Background: an optimization exercise with open tools, aiming at small area, a short achievable clock period and few clock cycles. Do not read the settings as production practice. The RTL was checked by simulation tests, not by an equivalence proof against the original design. Power and IR drop assume default switching activity.

--- design.v ---
module hxp_stream (
    input  wire        clk,
    input  wire        rst,
    input  wire        in_valid,
    output wire        in_ready,
    input  wire [7:0]  in_data,
    input  wire        in_end,
    output wire        out_valid,
    input  wire        out_ready,
    output wire [31:0] out_addr,
    output wire [7:0]  out_len,
    output wire [7:0]  out_data,
    output wire        out_last,
    output wire        done,
    output wire [3:0]  res_code,
    output wire [31:0] res_line,
    output wire [15:0] res_ext,
    output wire [7:0]  res_calc,
    output wire [7:0]  res_decl,
    output wire [1:0]  res_cause
);
    localparam [9:0]  LEAD = 10'd9;      
    localparam [1:0] CAUSE_LENGTH   = 2'd0;
    localparam [1:0] CAUSE_DIGIT    = 2'd1;
    localparam [1:0] CAUSE_EXTSHORT = 2'd2;
    reg        is_hex_in;
    reg [3:0]  val_in;
    always @(*) begin
        is_hex_in = 1'b1;
        val_in    = in_data[3:0];
        if (in_data >= "0" && in_data <= "9")
            val_in = in_data[3:0];
        else if ((in_data >= "A" && in_data <= "F") || (in_data >= "a" && in_data <= "f"))
            val_in = in_data[3:0] + 4'd9;
        else
            is_hex_in = 1'b0;
    end
    wire [7:0] cc_in = {in_data == ":", in_data == 8'h0D, in_data == 8'h0A, is_hex_in, val_in};
    reg        a_valid, b_valid, rdy;
    reg [7:0]  a_cc, b_cc;
    reg        a_end, b_end;
    wire       accept;                      
    wire       pop_in = a_valid && accept;
    wire       take   = in_valid && rdy;
    assign in_ready = rdy;
    always @(posedge clk) begin
        if (rst) begin
            a_valid <= 1'b0;
            b_valid <= 1'b0;
            rdy     <= 1'b1;
        end else if (b_valid) begin
            if (pop_in) begin
                a_cc    <= b_cc;
                a_end   <= b_end;
                b_valid <= 1'b0;
                rdy     <= 1'b1;
            end
        end else if (take) begin
            if (!a_valid || pop_in) begin
                a_valid <= 1'b1;
                a_cc    <= cc_in;
                a_end   <= in_end;
            end else begin
                b_valid <= 1'b1;
                rdy     <= 1'b0;
                b_cc    <= cc_in;
                b_end   <= in_end;
            end
        end else if (pop_in) begin
            a_valid <= 1'b0;
        end
    end
    wire       c_colon = a_cc[7];
    wire       c_cr    = a_cc[6];
    wire       c_lf    = a_cc[5];
    wire       c_hex   = a_cc[4];
    wire [3:0] c_val   = a_cc[3:0];
    localparam [1:0] P_ACT  = 2'd0;   
    localparam [1:0] P_SKIP = 2'd1;   
    localparam [1:0] P_FIN  = 2'd2;   
    localparam [1:0] P_DONE = 2'd3;   
    reg [1:0]  pstate;
    reg        done_r;
    reg [15:0] ext;
    reg [31:0] line_no;
    reg        lo_ff;        
    reg        code3, code1;             
    reg [1:0]  cause;
    reg [12:0] ps;           
    reg        ps_hi;        
    reg        odd;          
    reg        cand;         
    reg        cr12, cr3;    
    reg        bad12;        
    reg        badrest;      
    reg        ge3;          
    reg        lastck;       
    reg        beyond;       
    reg [9:0]  left;         
    reg        left_z;       
    reg [3:0]  hi_nib;
    reg [7:0]  bc, ah, al, ck;
    reg        rt0, rt1, rt4;    
    reg        bc_lt2;           
    reg        cks_ok;           
    reg [7:0]  nsum;         
    reg        alloc;        
    reg [7:0]  s0d;          
    reg        ev_pend;
    reg        e_good;           
    reg [1:0]  e_cause;          
    reg [9:0]  busy1;        
    reg [9:0]  rsel;         
    reg [3:0]  qt;           
    reg [1:0]  qwp, qrp;
    reg [7:0]  q0, q1, q2, q3;
    reg [7:0]  wdist;        
    reg        wen;          
    reg [4:0]  wsel;         
    reg [7:0]  wdat;
    reg [3:0]  oldt;         
    wire       flushed = !oldt[0];
    reg        rd_armed;
    reg        rd_started;
    reg        rd_missed;
    reg [7:0]  rdist;        
    reg        rdz;          
    reg [7:0]  rd_cnt;       
    reg [7:0]  rec_bc, rec_ah, rec_al;
    reg [15:0] rec_ext;
    reg        ov;
    reg [7:0]  od;
    reg        ol;
    reg [2047:0] ring;
    wire reader_idle = !rd_armed && !ov;
    wire       is_end   = a_end;
    wire       is_lf    = !a_end && c_lf;
    wire       is_chr   = !a_end && !c_lf;
    wire [7:0] cur_byte = {hi_nib, c_val};
    wire       pos0     = ps[0];
    wire       pos12    = ps[1] || ps[2];
    wire       pos_ge3  = !pos0 && !pos12;
    wire       hp_ge10  = ps[10] || ps[11] || ps[12] || ps_hi;
    wire       is_ck_lo = pos_ge3 && !beyond && left_z;
    wire       in_data_rgn = !odd && hp_ge10 && !beyond && !left_z;
    wire       act      = (pstate == P_ACT);
    wire       big      = rsel[8] || rsel[9];
    wire [9:0] target   = {1'b0, bc, 1'b0} + LEAD;
    wire       do_alloc = cand && ps[9] && rt0;
    wire       do_push  = cand && alloc && in_data_rgn;
    wire       q_full   = qt[3];
    wire       q_nonempty = qt[0];
    wire       guard  = rd_armed && flushed && (!rd_started || rd_missed);
    wire       pop_ok   = (wdist[2:0] == 3'd1) && !guard;
    wire       push_ok  = !q_full || pop_ok;
    assign accept =
        (pstate == P_SKIP) ||
        (act && (is_chr ? !(ev_pend && !pos0 && !ps[1])
                          && !(do_alloc && (q_nonempty || (big && !reader_idle)))
                          && !(do_push && !push_ok)
                        : !ev_pend));
    wire       step = a_valid && accept;
    wire       push = a_valid && act && is_chr && do_push && !ev_pend && push_ok;
    wire       v_cks   = e_good && !cks_ok;
    wire       v_ok    = e_good && cks_ok;
    wire       v_data  = v_ok && rt0;
    wire       v_eof   = v_ok && rt1;
    wire       v_ext   = v_ok && rt4;
    wire       v_xshort = v_ext && bc_lt2;
    wire       v_stop  = !e_good || v_cks || v_eof || v_xshort;
    wire       ev_go   = ev_pend && !(v_data && !reader_idle);
    wire       disp    = ev_go && v_data;
    reg  [7:0] qhead;
    always @(*) begin
        case (qrp)
        2'd0: qhead = q0;
        2'd1: qhead = q1;
        2'd2: qhead = q2;
        default: qhead = q3;
        endcase
    end
    wire       q_pop  = q_nonempty && pop_ok;
    wire       can_load = !ov || out_ready;
    wire       rd_go    = rd_armed && flushed && rdz && can_load;
    wire [7:0] rd_init  = s0d - 8'd1;
    genvar gi;
    generate
        for (gi = 0; gi < 256; gi = gi + 1) begin : g_ring
            localparam integer NXT = (gi + 1) % 256;
            if ((NXT % 8) == 0) begin : g_w
                wire sel = wen && (wsel == NXT / 8);
                always @(posedge clk)
                    ring[gi*8 +: 8] <= sel ? wdat : ring[NXT*8 +: 8];
            end else begin : g_s
                always @(posedge clk)
                    ring[gi*8 +: 8] <= ring[NXT*8 +: 8];
            end
        end
    endgenerate
    always @(posedge clk) begin
        cks_ok <= (nsum == ck);
        rsel   <= (busy1 > target) ? busy1 : target;
        if (step && act && is_chr && do_alloc) begin
            s0d   <= rsel[7:0] - 8'd1;
            wdist <= rsel[7:0] - 8'd1;
        end else begin
            s0d   <= s0d - 8'd1;
            wdist <= wdist - (q_pop ? 8'd0 : 8'd1);
        end
        wsel <= wdist[7:3];
        wdat <= qhead;
        if (push) begin
            case (qwp)
            2'd0: q0 <= cur_byte;
            2'd1: q1 <= cur_byte;
            2'd2: q2 <= cur_byte;
            default: q3 <= cur_byte;
            endcase
        end
    end
    always @(posedge clk) begin
        if (rst) begin
            qt     <= 4'd0;
            qwp    <= 2'd0;
            qrp    <= 2'd0;
            wen    <= 1'b0;
            oldt   <= 4'd0;
            busy1  <= 10'd1;
        end else begin
            if (push && !q_pop)
                qt <= {qt[2:0], 1'b1};
            else if (q_pop && !push)
                qt <= {1'b0, qt[3:1]};
            if (push)  qwp <= qwp + 2'd1;
            if (q_pop) qrp <= qrp + 2'd1;
            wen <= q_pop;
            if (disp)
                oldt <= qt;
            else if (wen)
                oldt <= {1'b0, oldt[3:1]};
            if (step && act && is_chr && do_alloc)
                busy1 <= rsel + {2'b00, bc};
            else if (pstate == P_DONE || busy1 == 10'd1)
                busy1 <= 10'd1;
            else
                busy1 <= busy1 - 10'd1;
        end
    end
    always @(posedge clk) begin
        if (disp) begin
            rdist <= rd_init;
            rdz   <= (rd_init == 8'd0);
        end else if (!rd_go) begin
            rdist <= rdist - 8'd1;
            rdz   <= (rdist == 8'd1);
        end
    end
    always @(posedge clk) begin
        if (rst) begin
            rd_armed <= 1'b0;
            ov       <= 1'b0;
            od       <= 8'd0;
            ol       <= 1'b0;
            rec_bc   <= 8'd0;
            rec_ah   <= 8'd0;
            rec_al   <= 8'd0;
            rec_ext  <= 16'd0;
        end else begin
            if (disp) begin
                rec_bc     <= bc;
                rec_ah     <= ah;
                rec_al     <= al;
                rec_ext    <= ext;
                rd_cnt     <= bc;
                rd_started <= 1'b0;
                rd_missed  <= (busy1 <= {2'b00, bc} + 10'd1);
                if (bc == 8'd0) begin
                    ov <= 1'b1;
                    ol <= 1'b1;
                end else begin
                    rd_armed <= 1'b1;
                end
            end else begin
                if (rd_go)
                    rd_started <= 1'b1;
                else if (rd_armed && rdz)
                    rd_missed <= 1'b1;
                if (rd_go) begin
                    ov     <= 1'b1;
                    od     <= ring[7:0];
                    ol     <= (rd_cnt == 8'd1);
                    rd_cnt <= rd_cnt - 8'd1;
                    if (rd_cnt == 8'd1)
                        rd_armed <= 1'b0;
                end else if (out_ready) begin
                    ov <= 1'b0;
                end
            end
        end
    end
    assign out_valid = ov;
    assign out_data  = od;
    assign out_last  = ol;
    assign out_addr  = {rec_ext, rec_ah, rec_al};
    assign out_len   = rec_bc;
    task automatic new_line;
        begin
            ps      <= 13'd1;
            ps_hi   <= 1'b0;
            odd     <= 1'b0;
            beyond  <= 1'b0;
        end
    endtask
    task automatic end_line;
        begin
            line_no[7:0] <= line_no[7:0] + 8'd1;
            if (lo_ff)
                line_no[31:8] <= line_no[31:8] + 24'd1;
            lo_ff     <= (line_no[7:0] == 8'hFE);
            ev_pend   <= cand;
            e_good    <= ge3 && !bad12 && lastck && !badrest;
            e_cause   <= (!ge3 || (!bad12 && !lastck)) ? CAUSE_LENGTH : CAUSE_DIGIT;
            new_line;
        end
    endtask
    always @(posedge clk) begin
        if (rst) begin
            pstate  <= P_ACT;
            done_r  <= 1'b0;
            ev_pend <= 1'b0;
            ext     <= 16'd0;
            line_no <= 32'd0;
            lo_ff   <= 1'b0;
            code3   <= 1'b0;
            code1   <= 1'b0;
            cause   <= 2'd0;
            nsum    <= 8'd0;
            new_line;
        end else begin
            done_r <= 1'b0;
            if (ev_go) begin
                ev_pend <= 1'b0;
                if (v_stop) begin
                    code3 <= !e_good || v_xshort;
                    code1 <= !v_eof;
                    cause <= e_good ? CAUSE_EXTSHORT : e_cause;
                    if (pstate == P_ACT)
                        pstate <= P_SKIP;
                end else if (v_ext) begin
                    ext <= {ah, al};
                end
            end
            case (pstate)
            P_ACT: if (step) begin
                if (is_lf) begin
                    end_line;
                end else if (is_end) begin
                    if (!pos0)
                        end_line;
                    else
                        new_line;
                    pstate <= P_FIN;
                end else begin
                    ps    <= {ps[11:0], 1'b0};
                    ps_hi <= ps_hi || ps[12];
                    odd   <= !odd;
                    if (!pos0 && cand) begin
                        if (pos_ge3 && !beyond) begin
                            left   <= left - 10'd1;
                            left_z <= (left == 10'd1);
                            if (left_z) beyond <= 1'b1;
                        end
                        if (!odd) begin
                            if (ps[2]) begin
                                nsum   <= 8'd0 - cur_byte;
                                left   <= {1'b0, cur_byte, 1'b0} + 10'd7;
                                left_z <= 1'b0;
                            end
                            if (!ps[2] && !beyond && !left_z)
                                nsum <= nsum - cur_byte;
                        end
                    end
                end
            end
            P_SKIP: if (step && is_end) begin
                pstate <= P_FIN;
            end
            P_FIN: if (!ev_pend && reader_idle) begin
                pstate <= P_DONE;
                done_r <= 1'b1;
            end
            default: begin
                pstate  <= P_ACT;
                ext     <= 16'd0;
                line_no <= 32'd0;
            lo_ff   <= 1'b0;
                code3   <= 1'b0;
                code1   <= 1'b0;
                new_line;
            end
            endcase
        end
    end
    wire tryc     = a_valid && act && is_chr && !(ev_pend && !pos0 && !ps[1]);
    wire line_clr = (a_valid && act && !is_chr && !ev_pend) || (pstate == P_DONE);
    always @(posedge clk) begin
        if (rst) begin
            cand    <= 1'b0;
            cr12    <= 1'b0;
            cr3     <= 1'b0;
            bad12   <= 1'b0;
            badrest <= 1'b0;
            ge3     <= 1'b0;
            lastck  <= 1'b0;
            alloc   <= 1'b0;
            ck      <= 8'd0;
        end else if (line_clr) begin
            cand    <= 1'b0;
            cr12    <= 1'b0;
            cr3     <= 1'b0;
            bad12   <= 1'b0;
            badrest <= 1'b0;
            ge3     <= 1'b0;
            lastck  <= 1'b0;
            alloc   <= 1'b0;
        end else if (tryc) begin
            if (pos0) begin
                cand <= c_colon;
            end else if (cand) begin
                if (c_cr) begin
                    if (pos12) cr12 <= 1'b1;
                    else       cr3  <= 1'b1;
                end else begin
                    if (cr12 || (pos12 && !c_hex))   bad12   <= 1'b1;
                    if (cr3 || (pos_ge3 && !c_hex))  badrest <= 1'b1;
                    if (!ps[1])                      ge3     <= 1'b1;
                    lastck <= is_ck_lo;
                end
                if (odd) begin
                    hi_nib <= c_val;
                end else begin
                    if (ps[2]) begin
                        bc     <= cur_byte;
                        bc_lt2 <= (cur_byte < 8'd2);
                    end
                    if (ps[4]) ah <= cur_byte;
                    if (ps[6]) al <= cur_byte;
                    if (ps[8]) begin
                        rt0 <= (cur_byte == 8'h00);
                        rt1 <= (cur_byte == 8'h01);
                        rt4 <= (cur_byte == 8'h04);
                    end
                    if (ps[10] && rt4 && in_data_rgn) ah <= cur_byte;
                    if (ps[12] && rt4 && in_data_rgn) al <= cur_byte;
                    if (is_ck_lo)
                        ck <= cur_byte;
                end
                if (do_alloc)
                    alloc <= 1'b1;
            end
        end
    end
    assign done      = done_r;
    assign res_code  = {code3, 1'b0, code1, 1'b0};
    assign res_line  = line_no;
    assign res_ext   = ext;
    assign res_calc  = nsum;
    assign res_decl  = ck;
    assign res_cause = cause;
endmodule
--- run.sh ---
#!/bin/bash
# synth_recipe.tcl (not shown) runs the flow's synth.tcl, then flattens the netlist and writes it again
# the make line also repeats each setting of config.mk as NAME=value (left out here)
make -C /OpenROAD-flow-scripts/flow DESIGN_CONFIG=/design/flow/config.mk WORK_HOME=/design/flow/orfs CLKGATE_MAP_FILE= SYNTH_SCRIPT=/design/flow/synth_recipe.tcl finish
--- config.mk ---
export PLATFORM = sky130hd
export DESIGN_NAME = hxp_stream
export DESIGN_NICKNAME = hxp_stream
export VERILOG_FILES = /design/flow/design.v
export SDC_FILE = /design/flow/constraint.sdc
export NUM_CORES = 4
export LEC_CHECK = 0
export ABC_AREA = 1
export CAP_MARGIN = 20
export CORE_MARGIN = 2
export CORE_UTILIZATION = 45
export CTS_BUF_LIST = sky130_fd_sc_hd__clkbuf_16 sky130_fd_sc_hd__clkbuf_8
export CTS_CLUSTER_DIAMETER = 100
export CTS_CLUSTER_SIZE = 28
export PLACE_DENSITY = 0.68
export SETUP_SLACK_MARGIN = 4.0
export SLEW_MARGIN = 20
--- constraint.sdc ---
create_clock -name core_clock -period 6.5 [get_ports {clk}]
set_input_delay 1.3000 -clock core_clock [delete_from_list [all_inputs] [get_ports {clk}]]
set_output_delay 1.3000 -clock core_clock [all_outputs]
set_load 0.01 [all_outputs]
==> results.txt, run 1 <==
The routed length per instance came out at 15.5 um. The most critical setup path has its startpoint at line_no[20]. The total power per unit cell area came out at 360 mW/mm^2. The post-synthesis instance area is 0.0595 mm^2. TritonCTS built the clock tree. The wire length of the first global-routing pass came out at 160 mm. The clock transition time at the flip-flop clock pins of the worst setup and hold paths came out at 0.10 ns. The share of the Yosys chip area taken by registers is 81.9%.

The root buffer cell chosen for the clock tree is clkbuf_16. Counting both buffers and inverters, the worst setup path holds a total of 1. The worst setup path is launched from a flop. The total of fill cells in the finished design is 11000. The vertical extent of the die is 368 um. The number of cells on the worst reg-to-reg path came out at 10. The measured slew at the worst slew-check pin came out at 1.04 ns. The number of buffers inserted during clock tree synthesis came out at 95. The largest individual stage delay along the critical path comes from the cell dfxtp_4. The final number of hold-violating endpoints is 0. The dominant cell type by area after synthesis is dfxtp_1. In this run the critical register-to-register path is launched from bc[2]. After synthesis, the netlist uses 54 different library cells. The die footprint is 0.135 mm^2. The clock passes through at most 3 buffers. Port buffering added 132 buffers. Among cell families on the critical path, the largest total delay comes from flip-flops. The leading register cell type out of synthesis is dfxtp_1. The flow ran to the end and the layout has no timing, DRC or antenna violations. Summed over its instances, the top area cell type makes up 76.1% of the synthesized netlist area.

The number of warning messages in the yosys log is 1. Setup repair after global routing could not meet its margin everywhere. The total of endpoints with negative setup slack in the final report is 0. The detail-routed via count per cell came out at 4.53. The top-level port count is 135. Compared with the post-synthesis result, the final layout area differs by 12.3%. For this run, the detailed router's first-pass iteration total came to 6. The achievable clock frequency came out at 392 MHz. The final global-route overflow total is 0. By area the synthesized netlist is led by dfxtp_1 (76%), edfxtp_1 (5.8%), nand2_1 (4.3%). The worst hold path depth came out at 0. The area taken by flip-flops and latches came out at 0.0489 mm^2. The vias after detailed routing came out at 30000.

The count of flip-flops with a built-in enable after synthesis came out at 114. In this run the most critical hold path is launched from ring[11]. The number of antenna violations at the first check in global routing came out at 3.

At the worst endpoint, the required time is 5.20 ns. The wire length after detailed routing is 103 mm. The tool flagged a number of max-cap violations equal to 0. The clock tree synthesis step divided the H-tree into 3 levels. The row count is 133.

The die outline width came out at 368 um. The core region area came out at 0.131 mm^2. The via count of the first global-routing pass is 28700. The minimum clock period after layout is 2.55 ns. In the global route stage, overall resource usage came out at 14.8%. The arrival time reported for the critical path endpoint came out at 1.25 ns. The initial core utilization is 45.3%.

The min-delay analysis places its worst path in the category flop to flop. The relative slew slack came out at 30.5%. The last weighted congestion value of the routability-driven placer is 0.824. The HPWL after detailed placement came out at 60.9 mm. The post-route clock period utilization came out at 39.2%. The worst-case clock skew came out at 0.0640 ns. The per-instance average area after synthesis came out at 12.9 um^2. For the final routed database, the setup TNS stands at 0 ns. The area of the multi-input gates is 0.00964 mm^2.

The worst setup path is captured at an output port. The proportion of register bits with asynchronous set or reset after synthesis came out at 0%. The smallest hold slack came out at 0.304 ns. The count of pins over their slew limit came out at 0. In this run the static leakage power is 26.4 nW.

Counting flops and latches in the post-synthesis netlist gives 2376. Counting every sink on the clock net gives 2376. The path with the worst hold slack has its endpoint at ring[3]. By startpoint and endpoint, the worst setup path is classified as flop to output port. The maximum vdd drop came out at 224 uV. The pin count of the biggest net entering global routing is 79.

The post-detailed-route DRC marker count came out at 0. The endpoint identified for the worst register-to-register timing path is rd_missed. The setup slack of the worst register-to-register path is 3.96 ns. The layout net count is 4934. The largest stage delay on the critical path is 0.40 ns. The fraction of layout instances using a drive strength above 1 came out at 11.6%. The number of violations reported at the end of detailed-routing iteration 0 is 2052. The synthesized instance count is 4610.

In this run the worst path has a maximum fanout of 5. In this run the remaining antenna-violating nets after routing total 0. The clock reaches the later pin of the worst-skew pair after 0.75 ns.

The signal on the critical path passes through buf_6.
metal layers:
layer / GRT usage (%) / vias up / part of all wire (%)
met4: 4.04 / 0 / 2.3
met2: 23.1 / 503 / 44
met5: 0 / - / 0
met3: 2.50 / 157 / 3.8
met1: 21.3 / 14200 / 50
li1: - / 15100 / -
cells by family (layout without fill, tap and decap cells):
kind of cell    after synthesis  after routing  share of synthesized area [%]
flops                      2376           2376                           81.9
compound gates              606            606                           5.33
buf+inv                     355            607                           2.43
xor+xnor                     70             70                           1.03
other cells                   1              4                        0.00630
fa+ha+maj                    75             75                           1.60
simple gates               1125           1126                           7.70
mux                           2              2                         0.0336
flip-flops by register name, indices dropped and copies added, names as in the netlist, 10 cells and up:
signal and count:
rec_ext 16, left 10, ps 13, busy1 10, ext 16, ring 2048, line_no 32, rsel 10
cells in the mapped netlist (3+ instances only):
cell and number:
or2_2 6, a21oi_2 4, buf_2 12, o21ai_1 9
a211oi_1 5, inv_1 222, o2111ai_1 3, buf_4 6
nor4_1 9, buf_6 10, nand3b_1 3, o31ai_1 6
clkinv_1 3, nand2_1 689, inv_2 5, nand3_1 65
nor2_1 255, nand4_1 32, nand2_2 5, a21oi_1 166
clkbuf_1 94, o21ai_0 383, nor3_1 46, ha_1 73
nor2_2 3, dfxtp_1 2262, xor2_1 43, xnor2_1 27
o21a_1 3, a22o_1 8, a31oi_1 9, edfxtp_1 114
placed cells by master (no fill, tap or decap), types with 69 or more instances in the layout:
| master | Yosys | final |
|---|---|---|
| clkbuf_16 | 0 | 99 |
| dfxtp_2 | 0 | 92 |
| nand2_1 | 689 | 685 |
| dfxtp_1 | 2262 | 2142 |
| inv_1 | 222 | 213 |
| nor2_1 | 255 | 244 |
| buf_6 | 10 | 121 |
| o21ai_0 | 383 | 378 |
| buf_4 | 6 | 120 |
| a21oi_1 | 166 | 163 |
| ha_1 | 73 | 69 |
| edfxtp_1 | 114 | 114 |
cell type report:
type | instances | area share (%)
diodes | 2 | 0.00749
clock buffers | 97 | 3.63
clock inverters | 18 | 0.251
inverters | 231 | 1.34
multi-input cells | 1881 | 14.4
flip-flops and latches | 2376 | 73.2
well taps | 1755 | 3.29
repair buffers | 260 | 3.79
repair inverters | 1 | 0.0131
stage by stage:
step | setup slack, ns | util, % | power, W | area, um^2 | std cells
finish | 3.95 | 50.9 | 0.0241 | 66800 | 6621
CTS | 3.89 | 50.5 | 0.0242 | 66300 | 6579
floorplan | 3.97 | - | 0.0168 | 59600 | 4611
global placement | 2.48 | 47.7 | 0.0173 | 62600 | 6387
global route | 3.81 | 50.9 | 0.0250 | 66800 | 6620
detailed placement | 2.40 | 47.7 | 0.0173 | 62600 | 6387
worst max path at each step:
| stage | slack (ns) | end | cells past startpoint |
|---|---|---|---|
| after global routing | 3.81 | rd_missed | 10 |
| after detailed placement | 2.40 | rd_cnt[3] | 5 |
| final | 3.95 | res_line[20] | 1 |
| after CTS | 3.89 | res_calc[2] | 1 |
| after floorplan | 3.97 | ah[0] | 6 |
| after global placement | 2.48 | rd_cnt[5] | 5 |
power breakdown:
group,internal (W),total (W),switching (W)
Clock,0.00274,0.00681,0.00406
Combinational,0.000762,0.00203,0.00127
Sequential,0.0149,0.0152,0.000278
timing repair:
| action | CTS | global route |
|---|---|---|
| hold buffers | 0 | 0 |
| gates resized for setup | 802 | 42 |
| setup buffers | 77 | 36 |
| cloned | 0 | 4 |
| endpoints found under the setup margin | 423 | 292 |
| pin swaps | 6 | 5 |
Testbench counts, summed over its fixed seeds: cycles 85,465.
==> run 2, diff against run 1 <==
--- a/config.mk
+++ b/config.mk
@@ -12,6 +12,7 @@
 export CTS_BUF_LIST = sky130_fd_sc_hd__clkbuf_16 sky130_fd_sc_hd__clkbuf_8
 export CTS_CLUSTER_DIAMETER = 100
 export CTS_CLUSTER_SIZE = 28
+export GPL_ROUTABILITY_DRIVEN = 0
 export PLACE_DENSITY = 0.68
-export SETUP_SLACK_MARGIN = 4.0
+export SETUP_SLACK_MARGIN = 3.9
 export SLEW_MARGIN = 20
==> run 2 against run 1 <==
Still clean on timing, DRC and antenna. Register-to-register slack improved by 0.02 ns. Clock power fell by 0.6%. Combinational power fell by 7%. Critical endpoint unchanged. Largest cell class unchanged. Largest power group unchanged.
==> results.txt, run 2 <==
The number of maximum-capacitance constraint violations came out at 0 (unchanged). The first-pass iteration count of the detailed router came out at 5 (-1). The post-synthesis instance area came out at 0.0595 mm^2 (unchanged). The count of hold-fix buffers inserted at cts is 0 (unchanged). The count of flip-flops with a built-in enable after synthesis came out at 114 (unchanged). The number of buffers inserted during clock tree synthesis is 95 (unchanged).

The depth of the CTS H-tree is 3 (unchanged). The die outline width is 368 um (unchanged). The number of cells in the design after placement came out at 6387 (unchanged). The per-instance average area after synthesis is 12.9 um^2 (unchanged). The deepest clock path buffer count was 3 (unchanged). The area share of the largest cell type after synthesis came out at 76.1% (unchanged). The leakage power is 26.1 nW (-1.2%). The number of sinks driven by the clock tree is 2376 (unchanged). The post-synthesis to final-layout area growth is 10.6%. TritonCTS built the clock tree. The accumulated negative setup slack is 0 ns (unchanged).

The smallest hold slack came to 0.300 ns (-0.00323 ns). The post-route cell area was 0.0658 mm^2 (-1.5%). The kind of cell with the highest combined delay along the critical path is flip-flops. The die footprint was 0.135 mm^2 (unchanged).

The fraction of layout instances using a drive strength above 1 came out at 10.4% (-1.2 points). The root buffer selected by CTS is clkbuf_16. The required time at the endpoint of the critical path is 5.20 ns (about the same).

The wire length of the first global-routing pass came out at 159 mm (-0.49%). The category of the worst setup path capture point is an output port. The number of distinct library cells after synthesis came out at 54 (unchanged). Counting instances in the post-synthesis netlist gives the leading cell types as dfxtp_1 (2262), nand2_1 (689), o21ai_0 (383). The synthesized instance count came to 4610 (unchanged). The maximum vdd drop came to 238 uV (+6.6%).

The count of antenna-violating nets left after detailed routing is 0 (unchanged). The maximum fanout encountered on the critical timing path is 5 (unchanged). The routed length per instance came out at 15.2 um (-2.0%). The largest stage delay on the critical path came out at 0.41 ns (about the same).

The total power per unit cell area is 363 mW/mm^2 (+0.82%). The clock transition time at the flip-flop clock pins of the worst setup and hold paths is 0.11 ns (about the same). The buffers plus inverters on the worst setup path was 1 (unchanged). The count of pins over their slew limit was 0 (unchanged).

The number of antenna violations at the first check in global routing came out at 1 (-2). The sequential element share of the synthesized area came out at 81.9% (unchanged). The achievable clock frequency came out at 392 MHz (about the same). The largest total area in the synthesized netlist belongs to dfxtp_1. The run finished with no timing, DRC or antenna violations. The wire length after detailed routing is 100 mm (-2.5%). The HPWL after detailed placement came to 59.5 mm (-2.3%). The row count is 133 (unchanged).

The vertical extent of the die is 368 um (unchanged). The total of endpoints with negative setup slack in the final report is 0 (unchanged). The slowest stage cell on the critical path is dfxtp_4. Setup repair after global routing could not meet its margin everywhere. The vias after detailed routing is 30000 (+0.047%).

The flip-flop and latch count after synthesis is 2376 (unchanged). The count of buffers from port buffering came out at 132 (unchanged). The number of violations reported at the end of detailed-routing iteration 0 came out at 1938 (-5.6%). The core region area is 0.131 mm^2 (unchanged). In the post-synthesis netlist, the cell with the most instances is dfxtp_1. The minimum clock period after layout is 2.55 ns (+0.000790 ns).

The worst-case clock skew came to 0.0503 ns (-0.0137 ns). The proportion of register bits with asynchronous set or reset after synthesis came out at 0% (unchanged). The largest registers in the layout are ring: 2048 flops, line_no: 32 flops.

The type of origin of the critical path is a flop. The critical path goes through buf_6. The path type of the worst min-delay path is flop to flop. The overall track demand over capacity in global routing is 14.6% (-0.19 points). The critical path is of the flop to output port type.

The final global-route overflow total is 0 (unchanged). The initial core utilization came to 45.3% (unchanged). The total power consumption of the routed design was 0.0239 W (-0.71%). The insertion delay to the later sink of the worst-skew pair is 0.74 ns (about the same). The relative slew slack is 35.5% (+5.0 points). The measured slew at the worst slew-check pin came out at 0.968 ns (-0.0745 ns). The detail-routed via count per cell is 4.55 (+0.55%). The number of warning messages in the yosys log is 1 (unchanged). The number of standard cells in the final layout excluding fillers is 6588 (-0.50%). In the layout the commonest cells are dfxtp_1 (2157), nand2_1 (685), o21ai_0 (381). The final number of hold-violating endpoints is 0 (unchanged). The pin count of the biggest net entering global routing is 78 (-1.3%). The antenna diode instance count is 0 (-2).

The most used flip-flop cell after synthesis is dfxtp_1. The register bank with the most flops is ring. The arrival time reported for the critical path endpoint came out at 1.25 ns (about the same). The area after detailed placement came out at 0.0626 mm^2 (about the same). The post-route clock period utilization came out at 39.2% (about the same).

Yosys attributes the largest share of cell area to dfxtp_1 (76%), edfxtp_1 (5.8%), nand2_1 (4.3%). The number of flip-flops under the largest register name was 2048 (unchanged). The top-level port count came out at 135 (unchanged). The layout net count came out at 4904 (-0.61%). The library cell used most frequently in the layout, excluding fill and tap cells, is dfxtp_1. The via count of the first global-routing pass is 29000 (+1.0%).

The post-detailed-route DRC marker count is 0 (unchanged).
## run 2: cell counts after synthesis
No cell type changed its count.
## run 2: area by class of cell
| cell class | count | area [um^2] |
|---|---|---|
| well taps | 1755 | 2200 |
| fillers | 11200 | 65500 |
| clock inverters | 18 | 160 |
| clock buffers | 96 | 2400 |
| repair buffers | 232 | 1650 |
| flip-flops and latches | 2376 | 48900 |
| inverters | 231 | 896 |
| multi-input cells | 1880 | 9560 |
## run 2: worst paths after layout
check              startpoint      endpoint  slack [ns]  depth (start not counted)
setup / recovery  line_no[20]  res_line[20]        3.95                          1
hold / removal     ring[1561]    ring[1553]        0.30                          0
setup reg to reg        bc[2]     rd_missed        3.98                         11
hold reg to reg    ring[1561]    ring[1553]        0.30                          0
## run 2: power by group
part | leakage (nW) | switching, W | internal [W]
logic | 5.51 | 0.00121 | 0.000684
registers | 19.3 | 0.000277 | 0.0149
clock network | 1.29 | 0.00407 | 0.00270
total | 26.1 | 0.00556 | 0.0183
## run 2: per-stage QoR
step	util, %	setup slack (ns)
floorplan	-	3.92
global placement	47.7	2.57
detailed placement	47.7	2.38
CTS	49.8	3.78
global route	50.1	3.80
finish	50.1	3.95
## run 2: cell families after synthesis
family | count (synthesis) | share of synthesized area (%)
AOI/OAI and AO/OA | 606 | 5.33
other | 1 | 0.00630
xor gates and xnor gates | 70 | 1.03
muxes | 2 | 0.0336
buffers and inverters | 355 | 2.43
and+or+nand+nor | 1125 | 7.70
adders and majority gates | 75 | 1.60
DFF | 2376 | 81.9
## run 2: worst register-to-register path: cells and delay by family, from the launching register on
kind,cells,cell delay [ns]
AO/OA/AOI/OAI,2,0.22
adder cells (fa/ha/maj),1,0.31
buffers and inverters,1,0.14
XOR/XNOR,1,0.16
AND/OR/NAND/NOR,6,0.91
flip-flops,1,0.49
## run 2: what timing repair did
item                                    CTS  global route
buffers inserted                         72            15
pin swaps                                 4            10
resized for setup                       635            60
endpoints found under the setup margin  403           232
## run 2: layer usage
| layer | global-route usage (%) | share of wire (%) | vias to the layer above |
|---|---|---|---|
| li1 | - | - | 15000 |
| met1 | 21.0 | 49 | 14200 |
| met2 | 22.7 | 44 | 566 |
| met3 | 2.52 | 4.1 | 152 |
| met4 | 4.07 | 2.4 | 0 |
| met5 | 0 | 0 | - |
==> run 3, diff against run 2 <==
--- a/config.mk
+++ b/config.mk
@@ -12,7 +12,6 @@
 export CTS_BUF_LIST = sky130_fd_sc_hd__clkbuf_16 sky130_fd_sc_hd__clkbuf_8
 export CTS_CLUSTER_DIAMETER = 100
 export CTS_CLUSTER_SIZE = 28
-export GPL_ROUTABILITY_DRIVEN = 0
 export PLACE_DENSITY = 0.68
 export SETUP_SLACK_MARGIN = 3.9
 export SLEW_MARGIN = 20
==> run 3 against run 2 <==
Still clean on timing, DRC and antenna. Critical path depth unchanged. Cell count about the same. Fmax up 0.12%. Hold slack worse by 0.0065 ns. Clock power up 1%. Worst setup slack better by 0.0031 ns. Sequential share of layout area down 0.085 points. Global-route usage up 0.21 points. First-iteration DRC count down 0.52%. Largest cell class unchanged.
==> results.txt, run 3 <==
The deepest clock path buffer count came out at 3 (unchanged). On the critical path, the stage with the largest delay is an instance of dfxtp_2. The number of cells in the design after placement was 6386 (-0.016%).

The sequential element share of the synthesized area is 81.9% (unchanged). The arrival time reported for the critical path endpoint came out at 1.25 ns (about the same). The leading register cell type out of synthesis is dfxtp_1. The first-pass iteration count of the detailed router is 7 (+2). After synthesis, the largest family of logic cells by area is simple AND/OR/NAND/NOR gates. The largest stage delay on the critical path came to 0.34 ns (-0.07 ns). The count of pins over their slew limit is 0 (unchanged). The pin count of the biggest net entering global routing came out at 67 (-14%).

The measured slew at the worst slew-check pin was 1.15 ns (+0.177 ns). The relative slew slack came to 23.7% (-12 points). The flow ran to the end and the layout has no timing, DRC or antenna violations. The area of the multi-input gates came out at 0.00963 mm^2 (+0.77%). The vertical extent of the die is 368 um (unchanged). The row count is 133 (unchanged). The number of violations reported at the end of detailed-routing iteration 0 is 1928 (-0.52%). The per-instance average area after synthesis is 12.9 um^2 (unchanged).

The library cell used most frequently in the layout, excluding fill and tap cells, is dfxtp_1. The minimum clock period after layout came out at 2.55 ns (-0.00307 ns). The critical path goes through clkdlybuf4s15_2.

The count of antenna-violating nets left after detailed routing is 0 (unchanged). The number of warning messages in the yosys log came out at 1 (unchanged). The post-synthesis to final-layout area growth came out at 10.6% (about the same). The largest registers in the layout are ring: 2048 flops, line_no: 32 flops. Ranked by instance count, the synthesized netlist is headed by dfxtp_1 (2262), nand2_1 (689), o21ai_0 (383). The last weighted congestion value of the routability-driven placer is 0.830.

The number of buffers inserted during clock tree synthesis is 95 (unchanged). The number of flip-flops under the largest register name was 2048 (unchanged). The achievable clock frequency is 393 MHz (+0.12%). The type of origin of the critical path is a flop. The minimum setup slack after placement is 2.40 ns (+0.0286 ns). The wire length of the first global-routing pass came to 161 mm (+1.1%).

The number of distinct library cells after synthesis is 54 (unchanged). The routed length per instance came out at 15.4 um (+1.6%). The maximum vdd drop is 223 uV (-6.5%). The count of flip-flops with a built-in enable after synthesis came out at 114 (unchanged). STA classifies the critical path endpoint as an output port. The area fraction in compound gates after synthesis is 5.33% (unchanged).

The area share of the largest cell type after synthesis is 76.1% (unchanged). The layout net count is 4905 (+0.020%). The top-level port count is 135 (unchanged). The total of endpoints with negative setup slack in the final report is 0 (unchanged).

The post-synthesis instance area came out at 0.0595 mm^2 (unchanged). The core region area came to 0.131 mm^2 (unchanged). The worst hold path begins at ring[2033]. The accumulated negative setup slack is 0 ns (unchanged). The adder-cell share of the synthesized area was 1.60% (unchanged). The number of standard cells in the final layout excluding fillers is 6590 (+0.030%). The number of sinks driven by the clock tree is 2376 (unchanged). The insertion delay to the later sink of the worst-skew pair was 0.72 ns (-0.02 ns). The antenna diode instance count is 0 (unchanged). The worst-case clock skew is 0.0516 ns (+0.00131 ns).

The total power per unit cell area came out at 365 mW/mm^2 (+0.49%). The worst hold path depth came to 0 (unchanged). The buffers plus inverters on the worst setup path is 1 (unchanged). The smallest setup slack after layout came to 3.95 ns (+0.00307 ns). The overall track demand over capacity in global routing came out at 14.8% (+0.21 points). The dominant cell type by area after synthesis is dfxtp_1.

The final number of hold-violating endpoints came out at 0 (unchanged). The count of buffers from port buffering came to 132 (unchanged). The fraction of the mapped netlist area in simple logic gates is 7.70% (unchanged). The HPWL after detailed placement is 60.4 mm (+1.5%). The area taken by flip-flops and latches came out at 0.0489 mm^2 (about the same). The detail-routed via count per cell is 4.51 (-1.0%). The path with the worst hold slack has its endpoint at ring[2025]. In the layout the commonest cells are dfxtp_1 (2166), nand2_1 (686), o21ai_0 (379). The flip-flop and latch count after synthesis is 2376 (unchanged). The number of antenna violations at the first check in global routing is 3 (+2). The min-delay analysis places its worst path in the category flop to flop. The leakage power came out at 26.2 nW (about the same). The proportion of register bits with asynchronous set or reset after synthesis came to 0% (unchanged). The smallest hold slack is 0.294 ns (-0.00649 ns).

The depth of the CTS H-tree was 3 (unchanged). The post-route clock period utilization came out at 39.2% (-0.047 points). The post-detailed-route DRC marker count came out at 0 (unchanged). The final global-route overflow total came out at 0 (unchanged). The die outline width is 368 um (unchanged). ring holds more flip-flops than any other register. The maximum fanout encountered on the critical timing path is 2 (-3). The critical path is of the flop to output port type.

The root buffer cell chosen for the clock tree is clkbuf_16. In this design, the largest share of critical-path delay is due to flip-flops. The number of cells on the worst reg-to-reg path is 6 (-5). The worst register-to-register path ends at q1[0]. dfxtp_1 is the most common cell in the netlist. The total of fill cells in the finished design is 11200 (-0.24%).

The die footprint was 0.135 mm^2 (unchanged). The mux cell area share after synthesis came out at 0.0336% (unchanged). The required time at the endpoint of the critical path is 5.20 ns (about the same). The synthesized instance count is 4610 (unchanged). The wire length after detailed routing is 102 mm (+1.7%). The startpoint identified for the worst register-to-register timing path is pstate[0]. Setup repair after global routing could not meet its margin everywhere.

The fraction of layout instances using a drive strength above 1 is 10.5% (+0.058 points). The vias after detailed routing is 29700 (-0.97%). The via count of the first global-routing pass is 28900 (-0.51%). The number of maximum-capacitance constraint violations is 0 (unchanged). The xor-xnor portion of the synthesized cell area is 1.03% (unchanged). The clock transition time at the flip-flop clock pins of the worst setup and hold paths came to 0.11 ns (about the same). TritonCTS built the clock tree.

The count of hold-fix buffers inserted at cts was 0 (unchanged). The initial core utilization came out at 45.3% (unchanged). The setup slack of the worst register-to-register path is 4.05 ns (+0.07 ns). After synthesis, the cell types taking the most area are dfxtp_1 (76%), edfxtp_1 (5.8%), nand2_1 (4.3%).
==> run 3: cell types whose count changed in the layout (fill, tap and decap cells not counted), sizes merged <==
cell	change
clkbuf	+4
bufinv	+1
inv	+1
clkdlybuf4s15	+2
nand2	+1
clkinv	-3
buf	-4
==> run 3: routing by layer <==
metal | global-route usage (%) | vias to the layer above | routed length [um]
met5 | 0 | - | 0
met4 | 4.66 | 0 | 3010
met3 | 2.30 | 167 | 4030
met2 | 23.0 | 475 | 44200
met1 | 21.3 | 14000 | 50400
li1 | - | 15000 | -
==> run 3: how the worst max path moves through the flow <==
stage	startpoint	endpoint	slack, ns	depth (start not counted)
3_5_place_dp	out_ready	rd_cnt[5]	2.40	5
4_1_cts	bc[2]	rsel[6]	3.89	14
6_report	rec_ext[5]	out_addr[21]	3.95	1
3_3_place_gp	out_ready	rd_cnt[4]	2.54	5
2_1_floorplan	out_ready	rd_cnt[0]	3.92	5
5_1_grt	pstate[1]	q2[0]	3.84	6
==> run 3: cells by family (layout without fill, tap and decap cells) <==
logic type,after synthesis,count (layout)
AO/OA/AOI/OAI,606,606
multiplexers,2,2
other,1,2
XOR/XNOR,70,70
flip-flops,2376,2376
adder cells (fa/ha/maj),75,75
buffers and inverters,355,578
AND/OR/NAND/NOR,1125,1126
==> run 3: stage by stage <==
| step | instance area [um^2] | utilization [%] | total power, W |
|---|---|---|---|
| 2_1_floorplan | 59600 | - | 0.0168 |
| 3_3_place_gp | 62600 | 47.7 | 0.0173 |
| 3_5_place_dp | 62600 | 47.7 | 0.0174 |
| 4_1_cts | 65600 | 50.0 | 0.0241 |
| 5_1_grt | 65800 | 50.1 | 0.0250 |
| 6_report | 65800 | 50.1 | 0.0240 |
==> run 3: area by class of cell <==
class	instances	area share (%)
clock inverters	17	0.260
well taps	1755	3.34
flip-flops and latches	2376	74.3
clock buffers	98	3.71
multi-input cells	1881	14.6
repair buffers	232	2.42
inverters	231	1.36
==> run 3: what timing repair did <==
| item | in CTS | in global routing |
|---|---|---|
| setup endpoints to repair | 408 | 204 |
| cloned | 1 | 1 |
| gates resized for setup | 615 | 61 |
| buffers inserted | 73 | 14 |
| pin swaps | 5 | 7 |
==> run 3: power breakdown <==
group / switching [W] / internal [W]
Sequential: 0.000276 / 0.0149
Clock: 0.00408 / 0.00278
Combinational: 0.00126 / 0.000686
Total: 0.00561 / 0.0184
==> run 4, diff against run 3 <==
--- a/config.mk
+++ b/config.mk
@@ -12,6 +12,6 @@
 export CTS_BUF_LIST = sky130_fd_sc_hd__clkbuf_16 sky130_fd_sc_hd__clkbuf_8
 export CTS_CLUSTER_DIAMETER = 100
 export CTS_CLUSTER_SIZE = 28
-export PLACE_DENSITY = 0.68
+export PLACE_DENSITY = 0.62
 export SETUP_SLACK_MARGIN = 3.9
 export SLEW_MARGIN = 20
==> run 4 against run 3 <==
Fmax up 0.29%. Cell count grew 0.15%. Utilization about the same. Still clean. First-iteration DRC count is 0.26% higher. Largest power group unchanged. Worst setup slack improved by 0.0073 ns. Sequential share of layout area hardly changed. Combinational power hardly changed. Critical path type unchanged.
==> results.txt, run 4 <==
The run finished with no timing, DRC or antenna violations. The mux cell area share after synthesis is 0.0336% (unchanged). The tree is rooted in a clkbuf_16. The number of warning messages in the yosys log is 1 (unchanged). Setup repair after global routing could not meet its margin everywhere. The combinational cell fraction of total power came out at 8.1% (about the same). TritonCTS built the clock tree. The detail-routed via count per cell came out at 4.52 (+0.23%).

The count of flip-flops with a built-in enable after synthesis came out at 114 (unchanged). The required time at the endpoint of the critical path came out at 5.20 ns (about the same). The wire length of the first global-routing pass came out at 160 mm (-0.66%). The worst setup path is launched from a flop.

The routed length per instance is 15.4 um (-0.44%). The insertion delay to the later sink of the worst-skew pair was 0.72 ns (about the same). By startpoint and endpoint, the worst setup path is classified as flop to output port. The largest registers in the layout are ring: 2048 flops, line_no: 32 flops. The portion of total power attributed to the clock network is 28.5% (about the same).

The clock transition time at the flip-flop clock pins of the worst setup and hold paths was 0.10 ns (about the same). The relative slew slack is 31.5% (+7.8 points). The slowest stage cell on the critical path is dfxtp_4. The count of pins over their slew limit came out at 0 (unchanged). The minimum clock period after layout came to 2.54 ns (-0.00734 ns).

The last weighted congestion value of the routability-driven placer is 0.816 (-1.7%). The row count came out at 133 (unchanged). The register bank with the most flops is ring. The measured slew at the worst slew-check pin came out at 1.03 ns (-0.119 ns).

The die outline width came to 368 um (unchanged). The achievable clock frequency is 394 MHz (+0.29%). The via count of the first global-routing pass is 28300 (-2.0%). The sequential element share of the synthesized area is 81.9% (unchanged). The wire length after detailed routing came out at 101 mm (-0.29%). The total power per unit cell area came to 364 mW/mm^2 (-0.11%). After synthesis, the largest family of logic cells by area is simple AND/OR/NAND/NOR gates.

On the critical path the largest part of the delay comes from flip-flops. The final number of hold-violating endpoints is 0 (unchanged). The final global-route overflow total is 0 (unchanged). Ranked by total cell area, the synthesized netlist is headed by dfxtp_1 (76%), edfxtp_1 (5.8%), nand2_1 (4.3%).

The vertical extent of the die is 368 um (unchanged). The deepest clock path buffer count came out at 3 (unchanged). The number of flip-flops under the largest register name came out at 2048 (unchanged). The post-route clock period utilization came out at 39.1% (-0.11 points). The initial core utilization was 45.3% (unchanged). The area after detailed placement was 0.0626 mm^2 (unchanged). The number of sinks driven by the clock tree came out at 2376 (unchanged). The count of buffers from port buffering came out at 132 (unchanged). The overall track demand over capacity in global routing is 14.9% (+0.034 points). The layout net count is 4915 (+0.20%).

STA classifies the critical path endpoint as an output port. The vias after detailed routing is 29800 (+0.39%). The adder-cell share of the synthesized area came out at 1.60% (unchanged). The first-pass iteration count of the detailed router is 5 (-2). The leading register cell type out of synthesis is dfxtp_1.

The fraction of the mapped netlist area in simple logic gates is 7.70% (unchanged). The accumulated negative setup slack is 0 ns (unchanged). The per-instance average area after synthesis is 12.9 um^2 (unchanged).

The area share of the largest cell type after synthesis came out at 76.1% (unchanged). The signal on the critical path passes through buf_2. The number of distinct library cells after synthesis came to 54 (unchanged). The post-route cell area was 0.0658 mm^2 (about the same).

The post-detailed-route DRC marker count is 0 (unchanged). The synthesized instance count is 4610 (unchanged). The flip-flop and latch count after synthesis came out at 2376 (unchanged). The worst-case clock skew is 0.0243 ns (-0.0273 ns). The depth of the CTS H-tree was 3 (unchanged). By count the netlist is led by dfxtp_1 (2262), nand2_1 (689), o21ai_0 (383). The internal power summed over all cells is 0.0184 W (-0.13%). The number of maximum-capacitance constraint violations came out at 0 (unchanged). The xor-xnor portion of the synthesized cell area came out at 1.03% (unchanged). The fraction of layout instances using a drive strength above 1 is 10.6% (+0.084 points). The total of endpoints with negative setup slack in the final report is 0 (unchanged). The HPWL after detailed placement was 60.9 mm (+0.91%). The number of buffers inserted during clock tree synthesis was 95 (unchanged). The worst hold path belongs to the class flop to flop. The leakage power is 26.2 nW (+0.23%). The switching power of the nets came out at 0.00560 W (-0.13%). The maximum fanout encountered on the critical timing path is 2 (unchanged). The largest stage delay on the critical path is 0.40 ns (+0.06 ns). The core region area was 0.131 mm^2 (unchanged). The die footprint was 0.135 mm^2 (unchanged). The library cell used most frequently in the layout, excluding fill and tap cells, is dfxtp_1. The switching share of power came out at 23.4% (about the same). The area fraction in compound gates after synthesis came out at 5.33% (unchanged). The number of antenna violations at the first check in global routing came out at 2 (-1). The count of hold-fix buffers inserted at cts came out at 0 (unchanged). The proportion of register bits with asynchronous set or reset after synthesis came to 0% (unchanged). The arrival time reported for the critical path endpoint is 1.24 ns (about the same). The maximum vdd drop is 213 uV (-4.4%).

Leaving out fill and tap cells, the most frequent cells in the layout are dfxtp_1 (2165), nand2_1 (684), o21ai_0 (380). The count of antenna-violating nets left after detailed routing came out at 0 (unchanged). The synthesized design spends more area on one cell type than any other, namely dfxtp_1. The total of fill cells in the finished design is 11300 (+1.2%). The post-synthesis instance area came out at 0.0595 mm^2 (unchanged).

The pin count of the biggest net entering global routing came to 67 (unchanged). The sequential fraction of design power came out at 63.5% (about the same). The buffers plus inverters on the worst setup path is 1 (unchanged). The number of violations reported at the end of detailed-routing iteration 0 is 1933 (+0.26%). The top-level port count came out at 135 (unchanged). The post-synthesis to final-layout area growth is 10.6% (about the same). By instance count, the leading cell after synthesis is dfxtp_1.
## run 4: cell counts after synthesis
No cell type changed its count.
## run 4: cells by family after synthesis
group	Yosys count
AO/OA/AOI/OAI	606
multiplexers	2
XOR/XNOR	70
buffers and inverters	355
adder cells (fa/ha/maj)	75
AND/OR/NAND/NOR	1125
flip-flops	2376
other	1
## run 4: power groups by stage
stage / clock [W] / combinational [W] / sequential [W]
finish: 0.00682 / 0.00194 / 0.0152
global route: 0.00755 / 0.00219 / 0.0153
CTS: 0.00706 / 0.00187 / 0.0152
detailed placement: 0 / 0.00178 / 0.0156
global placement: 0 / 0.00178 / 0.0156
floorplan: 0 / 0.00133 / 0.0155
## run 4: timing repair
item | 4_1_cts | 5_1_grt
setup buffers | 70 | 29
resized for setup | 624 | 43
endpoints found under the hold margin | 0 | 0
setup endpoints to repair | 402 | 185
pin swaps | 1 | 15
## run 4: metal layers
metal  vias to the layer above  track usage [%]  part of all wire, %
li1                      15100                -                    -
met1                     14200             21.5                   50
met2                       427             22.9                   44
met3                       155             2.45                  3.5
met4                         0             4.24                  2.6
met5                         -                0                    0
## run 4: path summary, 6_finish.rpt
path	slack [ns]	startpoint	endpoint	cells past startpoint
worst max-delay path	3.96	od[6]	out_data[6]	1
worst min-delay path	0.32	ring[796]	ring[788]	0
worst max register to register	3.97	bc[3]	rd_missed	11
worst min register to register	0.32	ring[796]	ring[788]	0
## run 4: cell type report
class,instances,area [um^2],area share (%)
Multi-Input combinational cell,1880,9570,14.5
Clock inverter,16,153,0.232
Timing Repair Buffer,243,1640,2.50
Tap cell,1755,2200,3.34
Inverter,231,891,1.35
Antenna cell,1,2.50,0.00380
Clock buffer,98,2450,3.73
Sequential cell,2376,48900,74.3
## run 4: per-stage QoR
step / setup WS (ns) / utilization, % / total power [W] / hold WS (ns) / std cells
after CTS: 3.91 / 49.8 / 0.0241 / 0.324 / 6570
final: 3.96 / 50.1 / 0.0240 / 0.319 / 6600
after floorplan: 3.92 / - / 0.0168 / 0.310 / 4611
after global placement: 2.55 / 47.7 / 0.0174 / 0.310 / 6386
after detailed placement: 2.41 / 47.7 / 0.0174 / 0.312 / 6386
after global routing: 3.83 / 50.1 / 0.0250 / 0.330 / 6600

-- port drivers added, routing unchanged --
No port has a modelled driver above. Below, the same layouts with a new extraction and two added sets of constraints. Step 1 assumes that a clkbuf_16 drives the clock port and a buf_2 every other input. Step 2 times the ports against the registers' clock, not the clock port: input delays grow and output delays shrink by t, the midpoint of the rising clock arrivals with the driver on. Three values: ideal, step 1, step 2; two values: the first two.
run	shift t [ns]	slack for setup (ns)	latest minus earliest clock arrival (ns)	worst data-port slew with drivers (ns)
run 1	0.781	3.952 / 3.884 / 3.320	0.067 / 0.067	0.10
run 2	0.782	3.951 / 3.885 / 3.311	0.055 / 0.055	0.10
run 3	0.765	3.954 / 3.887 / 3.294	0.057 / 0.058	0.09
run 4	0.775	3.962 / 3.891 / 3.336	0.027 / 0.028	0.09
After both steps setup and hold are still met in every run listed. The setup slack of run 3, which loses most, moves by -0.067 ns with the drivers and by -0.660 ns with both steps.
